Context: an optimization exercise on an open-source flow, tuned for small area, a short achievable clock period and few clock cycles. The choices shown serve that exercise and are no tape-out recipe.
Function was checked by simulation only, so behaviour that the tests miss may differ from the original.
Power is estimated from default activity; no workload was simulated.

==> flow/design.v, too long to show whole: its modules and the start of the top module <==
// module rs_codec: 1006 lines
module rs_codec (
    input  wire       clk,
    input  wire       rst_n,
    input  wire       cmd_valid,
    output wire       cmd_ready,
    input  wire       cmd_op,
    input  wire [3:0] cmd_lvl,
    input  wire [7:0] cmd_len,
    input  wire       in_valid,
    output wire       in_ready,
    input  wire [7:0] in_data,
    output wire       out_valid,
    input  wire       out_ready,
    output wire [7:0] out_data,
    output reg        done,
    output reg  [3:0] err,
    output reg  [7:0] out_len
);
  // ...
==> flow/run.sh <==
#!/bin/bash
# synth_recipe.tcl (not shown) runs the flow's synth.tcl, then flattens the netlist and writes it again
# the make line also repeats each setting of config.mk as NAME=value (left out here)
make -C /OpenROAD-flow-scripts/flow DESIGN_CONFIG=/design/flow/config.mk WORK_HOME=/design/flow/orfs CLKGATE_MAP_FILE= SYNTH_SCRIPT=/design/flow/synth_recipe.tcl finish
==> flow/config.mk <==
export PLATFORM = sky130hd
export DESIGN_NAME = rs_codec
export DESIGN_NICKNAME = rs_codec
export VERILOG_FILES = /design/flow/design.v
export SDC_FILE = /design/flow/constraint.sdc
export NUM_CORES = 4
export LEC_CHECK = 0
export CAP_MARGIN = 20
export CORE_MARGIN = 2
export CORE_UTILIZATION = 30
export CTS_BUF_LIST = sky130_fd_sc_hd__clkbuf_16
export CTS_CLUSTER_DIAMETER = 60
export CTS_CLUSTER_SIZE = 20
export SETUP_SLACK_MARGIN = 2.0
export SLEW_MARGIN = 20
==> flow/constraint.sdc <==
create_clock -name core_clock -period 5.0 [get_ports {clk}]
set_input_delay 1.0000 -clock core_clock [delete_from_list [all_inputs] [get_ports {clk}]]
set_output_delay 1.0000 -clock core_clock [all_outputs]
set_load 0.01 [all_outputs]
==> impl_metrics.env, run 1 <==
export IMPL_hold_path_end="l3"
export IMPL_clk_pin_slew_ns=0.08
export IMPL_critPathBufInv=1
export IMPL_grt_pass1_wl_um=196000
export IMPL_io_buffers=47
export IMPL_finalCoreUtilization=0.337
export IMPL_swShare=0.261
export IMPL_leakage_uw=0.0141
export IMPL_synthXorXnorAreaFrac=0.218
export IMPL_place_inst=5280
export IMPL_clock_sinks=645
export IMPL_setup_violations=0
export IMPL_crit_slowest_cell="dfxtp_1"
export IMPL_ys_ff_latch=645
export IMPL_inv_count=22
export IMPL_hold_depth=0
export IMPL_cp_required_ns=5.49
export IMPL_clk_share=0.0504
export IMPL_synth_top_area_share=0.334
export IMPL_yosys_area_share_simple=0.197
export IMPL_largest_register="par"
export IMPL_p_int_uw=7670
export IMPL_fin_tns_setup_ns=0
export IMPL_largestClassByArea="multi-input combinational cells"
export IMPL_worstSetupPathType="reg2reg"
export IMPL_num_io_pins=50
export IMPL_worst_pin_slew_ns=1.22
export IMPL_nClkBuffers=57
export IMPL_crit_end="par[0][5]"
export IMPL_placed_cell_area_um2=35500
export IMPL_status="finished clean"
export IMPL_coreArea_um2=112000
export IMPL_use_met3=0.0649
export IMPL_finalCriticalPeriod_ns=3.10
export IMPL_cts_buffers=56
export IMPL_fin_total_pwr_uw=10400
export IMPL_synth_most_common_cell="nand3_1"
export IMPL_fmax_mhz=323
export IMPL_dr_wl_met3_um=15700
export IMPL_first_pass_iters=13
export IMPL_initial_utilization=0.302
export IMPL_m1WireLength_um=56700
export IMPL_hold_class="reg2reg"
Testbench counts, summed over its fixed seeds: cycles 42,257.
==> run 2: changes to the inputs <==
--- a/flow/design.v
+++ b/flow/design.v
@@ -29,43 +29,44 @@
   reg        d_inv;      
   reg        d_enc0;     
   reg        in_rdy;
   reg        v0, ibv, ib2v;
   reg  [7:0] ib0, ib, ib2;
   reg  [7:0] par [0:63];  
   reg        ph_out;                  
   reg  [6:0] ocnt;                    
+  reg        oc16, oc32;              
   reg        o1;                      
   reg        out_v;
   reg        ph_in, ph_fin;           
   reg        bop, binv;
   reg        l1, l2, l3;              
   reg        pfx;                     
   reg  [7:0] bcnt;                    
   reg        b1;                      
   reg  [7:0] bolen;                   
   reg        bz, bo1;                 
   reg  [15:1] flo, fhi;               
-  reg  [7:0] fbl;                     
+  reg  [15:1] llo, lhi;               
   reg        rclr;                    
   assign cmd_ready = cmd_rdy;
   assign in_ready  = in_rdy;
   assign out_valid = out_v;
   assign out_data  = par[0];
   wire cmd_fire = cmd_valid & cmd_rdy;
   wire in_fire  = in_valid & in_rdy;
   wire out_fire = out_v & out_ready;
   wire       step    = (ph_out & out_v & out_ready) | (~ph_out & ph_in & ibv);
   wire       cons    = ph_in & ibv & step;    
   wire       clr     = ph_fin | rclr;
   wire       hold    = ~step & ~clr;
   wire [7:0] inj     = {8{cons & bop}} & ib;  
   wire [511:0] prod;
-  wire [7:0]   prodl;
+  wire [15:1]  plo, phi;              
   wire [255:0] lf;
   assign lf[0] = 1'b0;
   assign lf[1] = flo[1];
   assign lf[2] = flo[2];
   assign lf[3] = flo[3];
   assign lf[4] = flo[4];
   assign lf[5] = flo[5];
   assign lf[6] = flo[6];
@@ -825,24 +826,46 @@
   assign prod[504] = (l3 & lf[255]);
   assign prod[505] = (l3 & lf[254]);
   assign prod[506] = (l3 & lf[3]);
   assign prod[507] = (l3 & lf[248]);
   assign prod[508] = (l3 & lf[15]);
   assign prod[509] = (l3 & lf[31]);
   assign prod[510] = (l3 & lf[63]);
   assign prod[511] = (l3 & lf[127]);
-  assign prodl[0] = (l1 & (^(fbl & 8'h39))) | (l2 & (^(fbl & 8'h1C))) | (l3 & (^(fbl & 8'h27)));
-  assign prodl[1] = (l1 & (^(fbl & 8'h73))) | (l2 & (^(fbl & 8'h38))) | (l3 & (^(fbl & 8'h4E)));
-  assign prodl[2] = (l1 & (^(fbl & 8'hDE))) | (l2 & (^(fbl & 8'h6D))) | (l3 & (^(fbl & 8'hBA)));
-  assign prodl[3] = (l1 & (^(fbl & 8'h85))) | (l2 & (^(fbl & 8'hC6))) | (l3 & (^(fbl & 8'h52)));
-  assign prodl[4] = (l1 & (^(fbl & 8'h33))) | (l2 & (^(fbl & 8'h91))) | (l3 & (^(fbl & 8'h82)));
-  assign prodl[5] = (l1 & (^(fbl & 8'h67))) | (l2 & (^(fbl & 8'h23))) | (l3 & (^(fbl & 8'h04)));
-  assign prodl[6] = (l1 & (^(fbl & 8'hCE))) | (l2 & (^(fbl & 8'h47))) | (l3 & (^(fbl & 8'h09)));
-  assign prodl[7] = (l1 & (^(fbl & 8'h9C))) | (l2 & (^(fbl & 8'h8E))) | (l3 & (^(fbl & 8'h13)));
+  assign plo[1] = (l1 & (llo[9] ^ lhi[3])) | (l2 & (llo[12] ^ lhi[1])) | (l3 & (llo[7] ^ lhi[2]));
+  assign plo[2] = (l1 & (llo[3] ^ lhi[7])) | (l2 & (llo[8] ^ lhi[3])) | (l3 & (llo[14] ^ lhi[4]));
+  assign plo[3] = (l1 & (llo[10] ^ lhi[4])) | (l2 & (llo[4] ^ lhi[2])) | (l3 & (llo[9] ^ lhi[6]));
+  assign plo[4] = (l1 & (llo[14] ^ lhi[13])) | (l2 & (llo[13] ^ lhi[6])) | (l3 & (llo[10] ^ lhi[11]));
+  assign plo[5] = (l1 & (llo[7] ^ lhi[14])) | (l2 & (llo[1] ^ lhi[7])) | (l3 & (llo[13] ^ lhi[9]));
+  assign plo[6] = (l1 & (llo[13] ^ lhi[10])) | (l2 & (llo[5] ^ lhi[5])) | (l3 & (llo[4] ^ lhi[15]));
+  assign plo[7] = (l1 & (llo[4] ^ lhi[9])) | (l2 & (llo[9] ^ lhi[4])) | (l3 & (llo[3] ^ lhi[13]));
+  assign plo[8] = (l1 & (llo[5] ^ lhi[8])) | (l2 & (llo[6] ^ lhi[12])) | (l3 & (llo[2] ^ lhi[5]));
+  assign plo[9] = (l1 & (llo[12] ^ lhi[11])) | (l2 & (llo[10] ^ lhi[13])) | (l3 & (llo[5] ^ lhi[7]));
+  assign plo[10] = (l1 & (llo[6] ^ lhi[15])) | (l2 & (llo[14] ^ lhi[15])) | (l3 & (llo[12] ^ lhi[1]));
+  assign plo[11] = (l1 & (llo[15] ^ lhi[12])) | (l2 & (llo[2] ^ lhi[14])) | (l3 & (llo[11] ^ lhi[3]));
+  assign plo[12] = (l1 & (llo[11] ^ lhi[5])) | (l2 & (llo[11] ^ lhi[10])) | (l3 & (llo[8] ^ lhi[14]));
+  assign plo[13] = (l1 & (llo[2] ^ lhi[6])) | (l2 & (llo[7] ^ lhi[11])) | (l3 & (llo[15] ^ lhi[12]));
+  assign plo[14] = (l1 & (llo[8] ^ lhi[2])) | (l2 & (llo[3] ^ lhi[9])) | (l3 & (llo[6] ^ lhi[10]));
+  assign plo[15] = (l1 & (llo[1] ^ lhi[1])) | (l2 & (llo[15] ^ lhi[8])) | (l3 & (llo[1] ^ lhi[8]));
+  assign phi[1] = (l1 & (llo[3] ^ lhi[3])) | (l2 & (llo[1] ^ lhi[9])) | (l3 & (llo[2] ^ lhi[8]));
+  assign phi[2] = (l1 & (llo[7] ^ lhi[6])) | (l2 & (llo[3] ^ lhi[2])) | (l3 & (llo[4]));
+  assign phi[3] = (l1 & (llo[4] ^ lhi[5])) | (l2 & (llo[2] ^ lhi[11])) | (l3 & (llo[6] ^ lhi[8]));
+  assign phi[4] = (l1 & (llo[14] ^ lhi[12])) | (l2 & (llo[7] ^ lhi[4])) | (l3 & (llo[9]));
+  assign phi[5] = (l1 & (llo[13] ^ lhi[15])) | (l2 & (llo[6] ^ lhi[13])) | (l3 & (llo[11] ^ lhi[8]));
+  assign phi[6] = (l1 & (llo[9] ^ lhi[10])) | (l2 & (llo[4] ^ lhi[6])) | (l3 & (llo[13]));
+  assign phi[7] = (l1 & (llo[10] ^ lhi[9])) | (l2 & (llo[5] ^ lhi[15])) | (l3 & (llo[15] ^ lhi[8]));
+  assign phi[8] = (l1 & (llo[12] ^ lhi[9])) | (l2 & (llo[14] ^ lhi[8])) | (l3 & (llo[3] ^ lhi[1]));
+  assign phi[9] = (l1 & (llo[15] ^ lhi[10])) | (l2 & (llo[15] ^ lhi[1])) | (l3 & (llo[1] ^ lhi[9]));
+  assign phi[10] = (l1 & (llo[11] ^ lhi[15])) | (l2 & (llo[13] ^ lhi[10])) | (l3 & (llo[7] ^ lhi[1]));
+  assign phi[11] = (l1 & (llo[8] ^ lhi[12])) | (l2 & (llo[12] ^ lhi[3])) | (l3 & (llo[5] ^ lhi[9]));
+  assign phi[12] = (l1 & (llo[2] ^ lhi[5])) | (l2 & (llo[9] ^ lhi[12])) | (l3 & (llo[10] ^ lhi[1]));
+  assign phi[13] = (l1 & (llo[1] ^ lhi[6])) | (l2 & (llo[8] ^ lhi[5])) | (l3 & (llo[8] ^ lhi[9]));
+  assign phi[14] = (l1 & (llo[5] ^ lhi[3])) | (l2 & (llo[10] ^ lhi[14])) | (l3 & (llo[14] ^ lhi[1]));
+  assign phi[15] = (l1 & (llo[6])) | (l2 & (llo[11] ^ lhi[7])) | (l3 & (llo[12] ^ lhi[9]));
   genvar g;
   generate
     for (g = 0; g < 64; g = g + 1) begin : slot
       wire [7:0] sin;
       if (g == 15) begin : s15
         assign sin = ({8{l2 | l3}} & par[16]) ^ ({8{l1}} & inj);
       end else if (g == 31) begin : s31
         assign sin = ({8{l3}} & par[32]) ^ ({8{l2}} & inj);
@@ -862,17 +885,17 @@
     nz = 1'b0;
     for (n = 0; n < 64; n = n + 1)
       nz = nz | (|par[n]);
   end
   wire [7:0] a_ns    = a_lvl[0] ? 8'd16 : a_lvl[1] ? 8'd32 : 8'd64;
   wire       a_inv   = ~a_lok | (a_op ? (a_len < a_ns) : ({1'b0, a_len} + {1'b0, a_ns} > 9'd255));
   wire [7:0] a_olen  = a_op ? a_len - a_ns : a_len + a_ns;
   wire [7:0] a_cnt   = a_op ? a_ns : a_len;
-  wire       o_fit  = a_lvl[0] ? (ocnt <= 7'd16) : a_lvl[1] ? (ocnt <= 7'd32) : 1'b1;
+  wire       o_fit  = a_lvl[0] ? oc16 : a_lvl[1] ? oc32 : 1'b1;
   wire       load   = a_r & ~ph_in
                     & (~ph_out | (a_op & ~d_inv & o_fit))
                     & (~d_enc0 | (~ph_fin & ~ph_out));
   wire       a_v_n  = (a_v & ~load) | cmd_fire;
   wire       last_in  = cons & b1 & (~pfx | bz);
   wire       pfx_end  = cons & b1 & pfx;
   wire       enc_end  = last_in & ~bop;             
   wire       last_out = out_fire & o1;
@@ -888,27 +911,33 @@
   wire       ibv_n   = h_v | mv;
   wire       ib2v_n  = t_v | (h_v & mv);
   wire       v0_n    = in_fire | (v0 & ~mv);
   wire       stin    = ph_in & ibv;
   wire       fbm_n   = load ? (~d_inv & ~d_enc0 & ~a_op)
                             : (ph_in & ~last_in & (~pfx | pfx_end));
   wire [7:0] hd_n    = (stin ? ib2v : ibv) ? (stin ? ib2 : ib) : ib0;
   wire [7:0] base0   = stin ? par[1] : ({8{~clr}} & par[0]);
-  wire [7:0] fbf     = ({8{~bop_n}} & hd_n) ^ base0 ^ ({8{stin}} & prodl);
+  wire       fe_n    = load ? (~d_inv & ~d_enc0 & ~a_op)
+                            : (ph_in & ~last_in & (~pfx | pfx_end) & ~bop);
   wire [15:1] flo_n, fhi_n;
   genvar k;
   generate
     for (k = 1; k < 16; k = k + 1) begin : nib
-      assign flo_n[k] = fbm_n & (^(fbf[3:0] & k));
-      assign fhi_n[k] = fbm_n & (^(fbf[7:4] & k));
+      assign flo_n[k] = (fbm_n & ((^(base0[3:0] & k)) ^ (stin & plo[k])))
+                      ^ (fe_n & (^(hd_n[3:0] & k)));
+      assign fhi_n[k] = (fbm_n & ((^(base0[7:4] & k)) ^ (stin & phi[k])))
+                      ^ (fe_n & (^(hd_n[7:4] & k)));
     end
   endgenerate
   always @(posedge clk) rclr <= ~rst_n;
-  always @(posedge clk) fbl <= {8{fbm_n}} & fbf;
+  always @(posedge clk) begin
+    llo <= flo_n;
+    lhi <= fhi_n;
+  end
   always @(posedge clk) begin
     if (!rst_n) begin
       a_v     <= 1'b0;
       a_r     <= 1'b0;
       cmd_rdy <= 1'b0;
       in_rdy  <= 1'b0;
       v0      <= 1'b0;
       ibv     <= 1'b0;
@@ -941,22 +970,28 @@
       in_rdy <= ~(v0_n & ibv_n & ib2v_n);
       flo    <= flo_n;
       fhi    <= fhi_n;
       done   <= 1'b0;
       ph_out <= o_act_n | ld_e0;
       if (ld_e0) begin
         ocnt <= a_ns[6:0];
         o1   <= 1'b0;
+        oc16 <= a_lvl[0];
+        oc32 <= ~a_lvl[2];
       end else if (enc_end) begin
         ocnt <= b_ns;
         o1   <= 1'b0;
+        oc16 <= l1;
+        oc32 <= ~l3;
       end else if (out_fire) begin
         ocnt <= ocnt - 7'd1;
         o1   <= (ocnt == 7'd2);
+        oc16 <= (ocnt <= 7'd17);
+        oc32 <= (ocnt <= 7'd33);
       end
       out_v  <= (o_act_n & (~ph_in_n | ~bop_n | ibv_n | (out_v & ~out_fire))) | ld_e0;
       if (last_out) done <= 1'b1;
       if (enc_end) begin
         err     <= ERR_NONE;
         out_len <= bolen;
       end
       if (ld_e0) begin
--- a/flow/config.mk
+++ b/flow/config.mk
@@ -6,10 +6,11 @@
 export NUM_CORES = 4
 export LEC_CHECK = 0
 export CAP_MARGIN = 20
 export CORE_MARGIN = 2
 export CORE_UTILIZATION = 30
 export CTS_BUF_LIST = sky130_fd_sc_hd__clkbuf_16
 export CTS_CLUSTER_DIAMETER = 60
 export CTS_CLUSTER_SIZE = 20
-export SETUP_SLACK_MARGIN = 2.0
+export PLACE_DENSITY = 0.5
+export SETUP_SLACK_MARGIN = 2.6
 export SLEW_MARGIN = 20
==> run 2 against run 1 <==
Against the previous run: register-to-register slack better by 0.52 ns; final cell count up 9.5%; core utilization up 2.2 points; first-iteration DRC count down 6.7%; maximum frequency up 20%; largest power group is now the clock network.
==> impl_metrics.env, run 2 <==
export IMPL_worstSetupPathType="reg2reg"
export IMPL_cts_buffers=72
export IMPL_grt_pass1_wl_um=225000
export IMPL_synth_top_area_share=0.321
export IMPL_critPathBufInv=0
export IMPL_die_h_um=353
export IMPL_drive_above_1_share=0.125
export IMPL_setup_violations=0
export IMPL_seq_area_frac_synth=0.391
export IMPL_grtUsageTotal=0.248
export IMPL_mostFrequentLayoutCell="xor2_1"
export IMPL_synth_edf_count=84
export IMPL_initial_utilization=0.303
export IMPL_grt_busiest_layer="met2"
export IMPL_yosysTopAreaCell="dfxtp_1"
export IMPL_path_delay_family="XOR/XNOR gates"
export IMPL_finalCoreUtilization=0.359
export IMPL_rows=127
export IMPL_die_w_um=353
export IMPL_synth_warnings=2
export IMPL_slew_headroom=0.124
export IMPL_synthDistinctLibCells=69
export IMPL_syn_area_per_cell_um2=8.49
export IMPL_p_per_area_nw_per_um2=274
export IMPL_clk_latency_ns=0.69
export IMPL_fin_total_pwr_uw=11800
export IMPL_status="finished clean"
export IMPL_met2_usage=0.376
export IMPL_skew_ns=0.0357
export IMPL_grt_max_degree=154
export IMPL_synth_area_leaders="dfxtp_1, xor2_1, nand3_1"
export IMPL_worst_pin_slew_ns=1.31
export IMPL_largest_reg_flops=512
export IMPL_startpoint_type="register"
export IMPL_antenna_found_initial=3
export IMPL_drt_antenna_violating_nets=0
export IMPL_fmax_mhz=388
export IMPL_mostFrequentLayoutCells="xor2_1, nand3_1, dfxtp_1"
export IMPL_drv_cap=0
export IMPL_hold_class="reg2reg"
export IMPL_synth_area_um2=36400
export IMPL_crit_top_cell="xor2_1"
export IMPL_slowest_delay_ns=0.89
export IMPL_io_buffers=47
export IMPL_worstPathArrival_ns=3.17
export IMPL_leakage_uw=0.0169
export IMPL_first_global_vias=30300
export IMPL_finalCriticalPeriod_ns=2.58
export IMPL_ctsHoldBuffers=0
export IMPL_largest_register="par"
export IMPL_use_met3=0.0547
export IMPL_hold_viol_final=0
export IMPL_async_flop_share=0
export IMPL_wire_per_inst_um=27.3
export IMPL_cts_root_buf="clkbuf_16"
export IMPL_clk_pin_slew_ns=0.07
export IMPL_cts_tree="built"
export IMPL_syn_inst=4293
export IMPL_coreArea_um2=120000
export IMPL_fin_crit_sh=0.515
export IMPL_maxSlewViolCount=0
export IMPL_crit_path_end_kind="register"
export IMPL_fin_tns_setup_ns=0
export IMPL_place_congestion=1.05
export IMPL_cp_required_ns=5.60
export IMPL_synth_common_cells="xor2_1, nand3_1, dfxtp_1"
export IMPL_drt_iter0_drc=4630
export IMPL_synth_most_common_cell="xor2_1"
export IMPL_area_growth_pct=18.5
export IMPL_h_tree_depth=3
export IMPL_fin_nets=4279
export IMPL_cts_path_max_buffers=3
export IMPL_vias_per_cell=5.56
export IMPL_num_io_pins=50
export IMPL_first_pass_iters=10
export IMPL_rsz0062_at_grt="yes"
export IMPL_gr_total_overflow=0
export IMPL_clock_sinks=669
export IMPL_die_area_um2=124000
export IMPL_vias=32900
export IMPL_ir_worst_vdd_mv=0.277
export IMPL_crit_path_max_fanout=17
export IMPL_met1_usage=0.326
export IMPL_drcViolationCount=0
export IMPL_dp_hpwl_um=116000
export IMPL_wl_um=161000
export IMPL_crit_slowest_cell="xor2_1"
export IMPL_ys_ff_latch=669
export IMPL_ys_flop_type="dfxtp_1"
export IMPL_path_cells="xor2_1, a222oi_1, xor2_1, o21ai_0"
==> run 2: per-layer routing <==
layer	routed length, µm	vias up
met2	69000	1695
met3	14800	454
met1	66500	15900
met4	10900	6
li1	-	14900
met5	49	-
==> run 2: final timing paths <==
check	startpoint	to	slack (ns)	cells after the start
worst max register to register	flo[6]	par[14][0]	2.42	4
worst min-delay path	a_v	a_r	0.49	2
worst max-delay path	flo[6]	par[14][0]	2.42	4
worst min register to register	a_v	a_r	0.49	2
==> run 2: logic make-up after synthesis <==
kind of cell | Yosys count | share of synthesized area
AO/OA/AOI/OAI | 798 | 0.133
adder cells (fa/ha/maj) | 13 | 0.00488
other | 1 | 0.000103
buffers and inverters | 400 | 0.0448
multiplexers | 38 | 0.0112
XOR/XNOR | 908 | 0.223
flip-flops | 669 | 0.391
AND/OR/NAND/NOR | 1466 | 0.193
==> run 2: layout make-up <==
class | instances | area, µm²
Fill cell | 12500 | 77000
Sequential cell | 669 | 14300
Antenna cell | 2 | 5.00
Multi-Input combinational cell | 3229 | 21600
Inverter | 29 | 113
Clock buffer | 75 | 1880
Clock inverter | 58 | 648
Tap cell | 1612 | 2020
Timing Repair Buffer | 239 | 2560
==> run 2: tightest hold or removal path, stage by stage (launching register included) <==
cell	delay [ns]
dfxtp_1	0.30
nand2b_1	0.10
nor2_1	0.05
==> run 2: per-stage QoR <==
step / hold WS, ns / instance area, µm² / cells / worst slack, ns
detailed placement: 0.481 / 38600 / 5686 / 0.971
global route: 0.506 / 43200 / 5911 / 2.49
CTS: 0.488 / 42400 / 5884 / 2.44
finish: 0.490 / 43200 / 5913 / 2.42
global placement: 0.481 / 38500 / 5685 / 1.00
floorplan: 0.427 / 36600 / 4294 / 2.45
==> run 2: what timing repair did <==
item	CTS	global route
setup endpoints to repair	707	267
gates resized for setup	185	92
setup buffers	59	23
cloned	6	3
pin swaps	21	37
==> run 2: power by group <==
part / internal [µW] / switching, µW
clock: 3020 / 2750
sequential: 5450 / 43.6
combinational: 201 / 357
Testbench counts of run 2, summed over its fixed seeds: cycles 42,257.

static timing again, ports no longer ideal:
Ports are ideal in the flow. The routed layouts listed here were re-timed in OpenROAD.
Step 1 sets driving cells, clkbuf_16 on the clock port and buf_2 on the other inputs (assumed; they add their load-dependent delay and slew).
Step 2 adds t to the input delays and takes it off the output delays; t is the mean of the earliest and latest rising clock arrival at the registers after step 1. Input paths then give back, and output paths get back, about the clock's delay inside the block.
Slacks: ideal / step 1 / step 2; pairs: ideal / step 1.
| run | t (ns) | setup slack, ns | latest minus earliest clock arrival (ns) | slew at the worst register clock pin (ns) | cell pins on the clock port's net |
|---|---|---|---|---|---|
| run 1 | 0.714 | 1.900 / 1.900 / 1.481 | 0.064 / 0.064 | 0.08 / 0.08 | 1 |
| run 2 | 0.744 | 2.424 / 2.424 / 2.027 | 0.040 / 0.039 | 0.08 / 0.08 | 1 |
After both steps setup and hold are still met in every run listed. For run 1, which loses most, drivers alone change the setup slack by 0.000 ns; drivers and shift together by -0.419 ns.
